From an optimization exercise on the open Yosys and OpenROAD flow, aimed at small area, a short achievable clock period and few clock cycles per item; shortcuts taken in it are not production practice. RTL that was checked went through simulation tests only; none was proved equivalent to the original. Power figures rest on the tool's default switching activity, not on a simulated workload.

==> flow/design.v (excerpt) <==
module sge_fec_esc (
    input  wire       clk,
    input  wire       rst,
    input  wire       in_valid,
    output wire       in_ready,
    input  wire [7:0] in_data,
    input  wire       in_last,
    output wire       out_valid,
    input  wire       out_ready,
    output wire [7:0] out_data,
    output wire       out_last
);
Size in the first run: roughly 970 cells after synthesis, ~330 flip-flops, about 24 I/O pins, ~15000 um^2 of cells after synthesis.
==> module sge_fec_esc, before the edit <==
module sge_fec_esc (
    input  wire       clk,
    input  wire       rst,
    input  wire       in_valid,
    output wire       in_ready,
    input  wire [7:0] in_data,
    input  wire       in_last,
    output wire       out_valid,
    input  wire       out_ready,
    output wire [7:0] out_data,
    output wire       out_last
);
    reg       mv;              
    reg [7:0] md;
    reg       ml;
    reg       sf;              
    reg       in_rdy;          
    wire      se = !sf;
    reg [7:0] sd;
    reg       sl;
    reg [7:0] pos;
    reg       par_ph;          
    reg       pad;             
    reg       fin;             
    reg       flush;           
    reg [7:0] symz;            
    reg       cv;              
    reg [7:0] cd;
    reg       cl;
    assign in_ready = in_rdy;
    wire in_fire = in_valid && se;
    wire esc_ready;
    wire c_free   = !cv || esc_ready;
    wire src_ok   = par_ph || pad || mv;
    wire step     = flush || (c_free && src_ok);
    wire take     = step && !par_ph && !pad;
    wire [7:0] par31;
    wire [7:0] cod_data = par_ph ? par31 : symz;
    wire       cod_last = par_ph && fin && (pos == 8'd254);
    wire       wrap     = (pos == 8'd254);
    wire       to_par   = (pos == 8'd222);
    wire [7:0] pos_n    = !step ? pos    : wrap ? 8'd0 : pos + 8'd1;
    wire       par_ph_n = !step ? par_ph : wrap ? 1'b0 : (par_ph || to_par);
    wire       pad_n    = !step ? pad    : wrap ? 1'b0 : (pad || (take && ml && !to_par));
    wire       m_free = !mv || take;
    wire       mv_n   = m_free ? (!se || in_fire) : 1'b1;
    wire [7:0] md_n   = !m_free ? md : !se ? sd : in_data;
    wire       ml_n   = !m_free ? ml : !se ? sl : in_last;
    wire       se_n   = m_free || (se && !in_fire);
    always @(posedge clk) begin
        if (rst) begin
            mv     <= 1'b0;
            sf     <= 1'b0;
            in_rdy <= 1'b1;
            pos    <= 8'd223;
            par_ph <= 1'b1;
            flush  <= 1'b1;
            pad    <= 1'b0;
            symz   <= 8'h00;
            cv     <= 1'b0;
        end else begin
            mv   <= mv_n;
            md   <= md_n;
            ml   <= ml_n;
            sf     <= !se_n;
            in_rdy <= se_n;
            if (!m_free && in_fire) begin
                sd <= in_data; sl <= in_last;
            end
            pos    <= pos_n;
            par_ph <= par_ph_n;
            pad    <= pad_n;
            if (step && wrap)
                flush <= 1'b0;
            if (take)
                fin <= ml;
            symz <= (par_ph_n || pad_n) ? 8'h00 : md_n;
            if (c_free) begin
                cv <= step && !flush;
                cd <= cod_data;
                cl <= cod_last;
            end
        end
    end
    sge_rs_encoder u_rs (
        .clk     (clk),
        .en      (step),
        .zero    (par_ph),
        .sym     (symz),
        .par_out (par31)
    );
    sge_escaper u_esc (
        .clk       (clk),
        .rst       (rst),
        .in_valid  (cv),
        .in_ready  (esc_ready),
        .in_data   (cd),
        .in_last   (cl),
        .out_valid (out_valid),
        .out_ready (out_ready),
        .out_data  (out_data),
        .out_last  (out_last)
    );
endmodule
Settings: LEC_CHECK=0, CAP_MARGIN=20, CORE_MARGIN=2, CORE_UTILIZATION=70, CTS_BUF_LIST=sky130_fd_sc_hd__clkbuf_8, CTS_CLUSTER_DIAMETER=50, CTS_CLUSTER_SIZE=20, SETUP_SLACK_MARGIN=1.8, SLEW_MARGIN=20; clock period 4.0 ns.
run.sh (not shown) runs the stock make flow with config.mk's settings and CLKGATE_MAP_FILE= SYNTH_SCRIPT=/design/flow/synth_recipe.tcl, a recipe that flattens the netlist after the stock synthesis.
The starting point finished clean.
Edit:
--- a/flow/design.v
+++ b/flow/design.v
@@ -322,5 +322,4 @@
     reg       fin;             
     reg       flush;           
-    reg [7:0] symz;            
     reg       cv;              
     reg [7:0] cd;
@@ -334,5 +333,6 @@
     wire take     = step && !par_ph && !pad;
     wire [7:0] par31;
-    wire [7:0] cod_data = par_ph ? par31 : symz;
+    wire [7:0] sym      = pad ? 8'h00 : md;
+    wire [7:0] cod_data = par_ph ? par31 : sym;
     wire       cod_last = par_ph && fin && (pos == 8'd254);
     wire       wrap     = (pos == 8'd254);
@@ -355,5 +355,4 @@
             flush  <= 1'b1;
             pad    <= 1'b0;
-            symz   <= 8'h00;
             cv     <= 1'b0;
         end else begin
@@ -373,5 +372,4 @@
             if (take)
                 fin <= ml;
-            symz <= (par_ph_n || pad_n) ? 8'h00 : md_n;
             if (c_free) begin
                 cv <= step && !flush;
@@ -385,5 +383,5 @@
         .en      (step),
         .zero    (par_ph),
-        .sym     (symz),
+        .sym     (sym),
         .par_out (par31)
     );
What happened:
- The new run produced a clean layout
- cell area shrinks by about 0.9%
- worst setup slack gets better by 20 ps
- combinational power grows by about 4%
- die area shrinks by 2.4%
- clock skew grows by 5.1 ps
- non-clock buffer count grows by 9
- area after synthesis shrinks by 2.5%
- power shrinks by about 0.8%
- count of clock-buffer cells in the layout does not change
- maximum frequency grows by about 0.9%
- register-to-register slack gets better by 20 ps
- via count shrinks by about 4.7%
- flip-flop and latch count shrinks by 8
- critical path depth grows by 2
Testbench counts after the change, summed over its fixed seeds: cycles 31,336, out bytes 31,088.
Only the layout flow was run in the first run of this note; the RTL was not checked for function there.


Another version of the RTL of sge_fec_esc (not shown whole).
Size: ~1000 cells after synthesis, ~340 flip-flops, roughly 24 I/O pins.
// sge_fec_esc
module sge_fec_esc (
    input  wire       clk,
    input  wire       rst,
    input  wire       in_valid,
    output wire       in_ready,
    input  wire [7:0] in_data,
    input  wire       in_last,
    output wire       out_valid,
    input  wire       out_ready,
    output wire [7:0] out_data,
    output wire       out_last
);
==> module sge_fec_esc, before the edit <==
module sge_fec_esc (
    input  wire       clk,
    input  wire       rst,
    input  wire       in_valid,
    output wire       in_ready,
    input  wire [7:0] in_data,
    input  wire       in_last,
    output wire       out_valid,
    input  wire       out_ready,
    output wire [7:0] out_data,
    output wire       out_last
);
    reg [7:0] q0d, q1d;        
    reg       q0l, q1l;
    reg       wp, rp;          
    reg [1:0] qn;              
    reg       in_rdy;          
    reg [7:0] pos;
    reg       par_ph;          
    reg       pad;             
    reg       fin;             
    reg       flush;           
    reg       cv;              
    reg [7:0] cd;
    reg       cl;
    assign in_ready = in_rdy;
    wire in_fire = in_valid && in_rdy;
    wire       mv = (qn != 2'd0);
    wire [7:0] md = rp ? q1d : q0d;
    wire       ml = rp ? q1l : q0l;
    wire esc_free;             
    wire esc_pend;             
    wire src_ok   = par_ph || pad || mv;
    wire step_a   = flush || (src_ok && (!cv || esc_free));
    wire step_b   = src_ok && !esc_pend;
    wire step     = step_a || (step_b && out_ready);
    wire take     = step && !par_ph && !pad;
    wire [7:0] par31;
    wire [7:0] sym      = pad ? 8'h00 : md;
    wire [7:0] cod_data = par_ph ? par31 : sym;
    wire       cod_last = par_ph && fin && (pos == 8'd254);
    wire       wrap     = (pos == 8'd254);
    wire       to_par   = (pos == 8'd222);
    wire [7:0] pos_n    = !step ? pos    : wrap ? 8'd0 : pos + 8'd1;
    wire       par_ph_n = !step ? par_ph : wrap ? 1'b0 : (par_ph || to_par);
    wire       pad_n    = !step ? pad    : wrap ? 1'b0 : (pad || (take && ml && !to_par));
    wire [1:0] qn_n = qn + {1'b0, in_fire} - {1'b0, take};
    always @(posedge clk) begin
        if (rst) begin
            wp     <= 1'b0;
            rp     <= 1'b0;
            qn     <= 2'd0;
            in_rdy <= 1'b1;
            pos    <= 8'd223;
            par_ph <= 1'b1;
            flush  <= 1'b1;
            pad    <= 1'b0;
            cv     <= 1'b0;
        end else begin
            if (in_fire) begin
                wp <= !wp;
                if (wp) begin
                    q1d <= in_data; q1l <= in_last;
                end else begin
                    q0d <= in_data; q0l <= in_last;
                end
            end
            if (take)
                rp <= !rp;
            qn     <= qn_n;
            in_rdy <= !qn_n[1];
            pos    <= pos_n;
            par_ph <= par_ph_n;
            pad    <= pad_n;
            if (step && wrap)
                flush <= 1'b0;
            if (take)
                fin <= ml;
            if (!cv || esc_free || (!esc_pend && out_ready)) begin
                cv <= step && !flush;
                cd <= cod_data;
                cl <= cod_last;
            end
        end
    end
    sge_rs_encoder u_rs (
        .clk     (clk),
        .rst     (rst),
        .en      (step),
        .zero    (par_ph),
        .zero_n  (par_ph_n),
        .sym     (sym),
        .par_out (par31)
    );
    sge_escaper u_esc (
        .clk       (clk),
        .rst       (rst),
        .in_valid  (cv),
        .in_free   (esc_free),
        .in_pend   (esc_pend),
        .in_data   (cd),
        .in_last   (cl),
        .out_valid (out_valid),
        .out_ready (out_ready),
        .out_data  (out_data),
        .out_last  (out_last)
    );
endmodule
clock: 4.0 ns
lec_check: 0
cap_margin: 20
core_margin: 2
core_utilization: 70
cts_buf_list: sky130_fd_sc_hd__clkbuf_8
cts_cluster_diameter: 40
cts_cluster_size: 16
setup_slack_margin: 2.0
slew_margin: 20
Then changed:
--- a/flow/design.v
+++ b/flow/design.v
@@ -348,25 +348,26 @@
     output wire [7:0] out_data,
     output wire       out_last
 );
     reg [7:0] q0d, q1d;        
     reg       q0l, q1l;
     reg       wp, rp;          
-    reg [1:0] qn;              
+    reg       qe1;             
+    reg       qf;              
     reg       in_rdy;          
     reg [7:0] pos;
     reg       par_ph;          
     reg       pad;             
     reg       fin;             
     reg       flush;           
     reg       cv;              
     reg [7:0] cd;
     reg       cl;
     assign in_ready = in_rdy;
     wire in_fire = in_valid && in_rdy;
-    wire       mv = (qn != 2'd0);
+    wire       mv = qe1;
     wire [7:0] md = rp ? q1d : q0d;
     wire       ml = rp ? q1l : q0l;
     wire esc_free;             
     wire esc_pend;             
     wire src_ok   = par_ph || pad || mv;
     wire step_a   = flush || (src_ok && (!cv || esc_free));
@@ -379,18 +380,20 @@
     wire       cod_last = par_ph && fin && (pos == 8'd254);
     wire       wrap     = (pos == 8'd254);
     wire       to_par   = (pos == 8'd222);
     wire [7:0] pos_n    = !step ? pos    : wrap ? 8'd0 : pos + 8'd1;
     wire       par_ph_n = !step ? par_ph : wrap ? 1'b0 : (par_ph || to_par);
     wire       pad_n    = !step ? pad    : wrap ? 1'b0 : (pad || (take && ml && !to_par));
-    wire [1:0] qn_n = qn + {1'b0, in_fire} - {1'b0, take};
+    wire       qf_n  = !take && (qf || (qe1 && in_fire));
+    wire       qe1_n = qf || in_fire || (qe1 && !take);
     always @(posedge clk) begin
         if (rst) begin
             wp     <= 1'b0;
             rp     <= 1'b0;
-            qn     <= 2'd0;
+            qe1    <= 1'b0;
+            qf     <= 1'b0;
             in_rdy <= 1'b1;
             pos    <= 8'd223;
             par_ph <= 1'b1;
             flush  <= 1'b1;
             pad    <= 1'b0;
             cv     <= 1'b0;
@@ -402,14 +405,15 @@
                 end else begin
                     q0d <= in_data; q0l <= in_last;
                 end
             end
             if (take)
                 rp <= !rp;
-            qn     <= qn_n;
-            in_rdy <= !qn_n[1];
+            qe1    <= qe1_n;
+            qf     <= qf_n;
+            in_rdy <= !qf_n;
             pos    <= pos_n;
             par_ph <= par_ph_n;
             pad    <= pad_n;
             if (step && wrap)
                 flush <= 1'b0;
             if (take)
The new run finished with timing, DRC and antenna clean.
Clock power rises by about 1%.
Worst setup slack gets worse by 0.011 ns.
Clock-buffer cell count drops by 2.
Combinational power rises by about 3%.
Die area barely changes.
Core utilization grows by 0.14 points.
Cell count shrinks by 0.35%.
Flip-flop and latch count stays the same.
Via count grows by about 3%.
Hold slack is better by 0.017 ns.
Area after synthesis stays flat.
Design area barely changes.
Function was not checked in any run of this note: the RTL went through the layout flow alone.

==> what the ideal ports hide <==
The results above use ideal ports. As a check the final layouts listed here were re-extracted and re-timed, cells and wires unchanged.
Step 1, drivers: a clkbuf_16 drives clk and a buf_2 each remaining input, both assumed.
Step 2 adds t to the input delays and takes it off the output delays; t is the mean of the earliest and latest rising clock arrival at the registers after step 1. Input paths then give back, and output paths get back, about the clock's delay inside the block.
a / b / c = ideal / step 1 / step 2; a / b = the first two.
run	t, ns	setup WS [ns]	hold slack, ns	clock arrival spread, ns
the first run of note 1	0.587	1.730 / 1.730 / 1.220	0.494 / 0.494 / 0.494	0.039 / 0.040
the second run of note 1	0.589	1.749 / 1.749 / 1.228	0.465 / 0.465 / 0.465	0.043 / 0.043
the first run of note 2	0.604	1.944 / 1.944 / 1.435	0.473 / 0.473 / 0.473	0.031 / 0.032
the second run of note 2	0.594	1.933 / 1.933 / 1.454	0.490 / 0.490 / 0.490	0.024 / 0.024
After both steps every run listed still meets setup and hold. For the second run of note 1, which loses most, drivers alone change the setup slack by 0.000 ns; drivers and shift together by -0.521 ns.
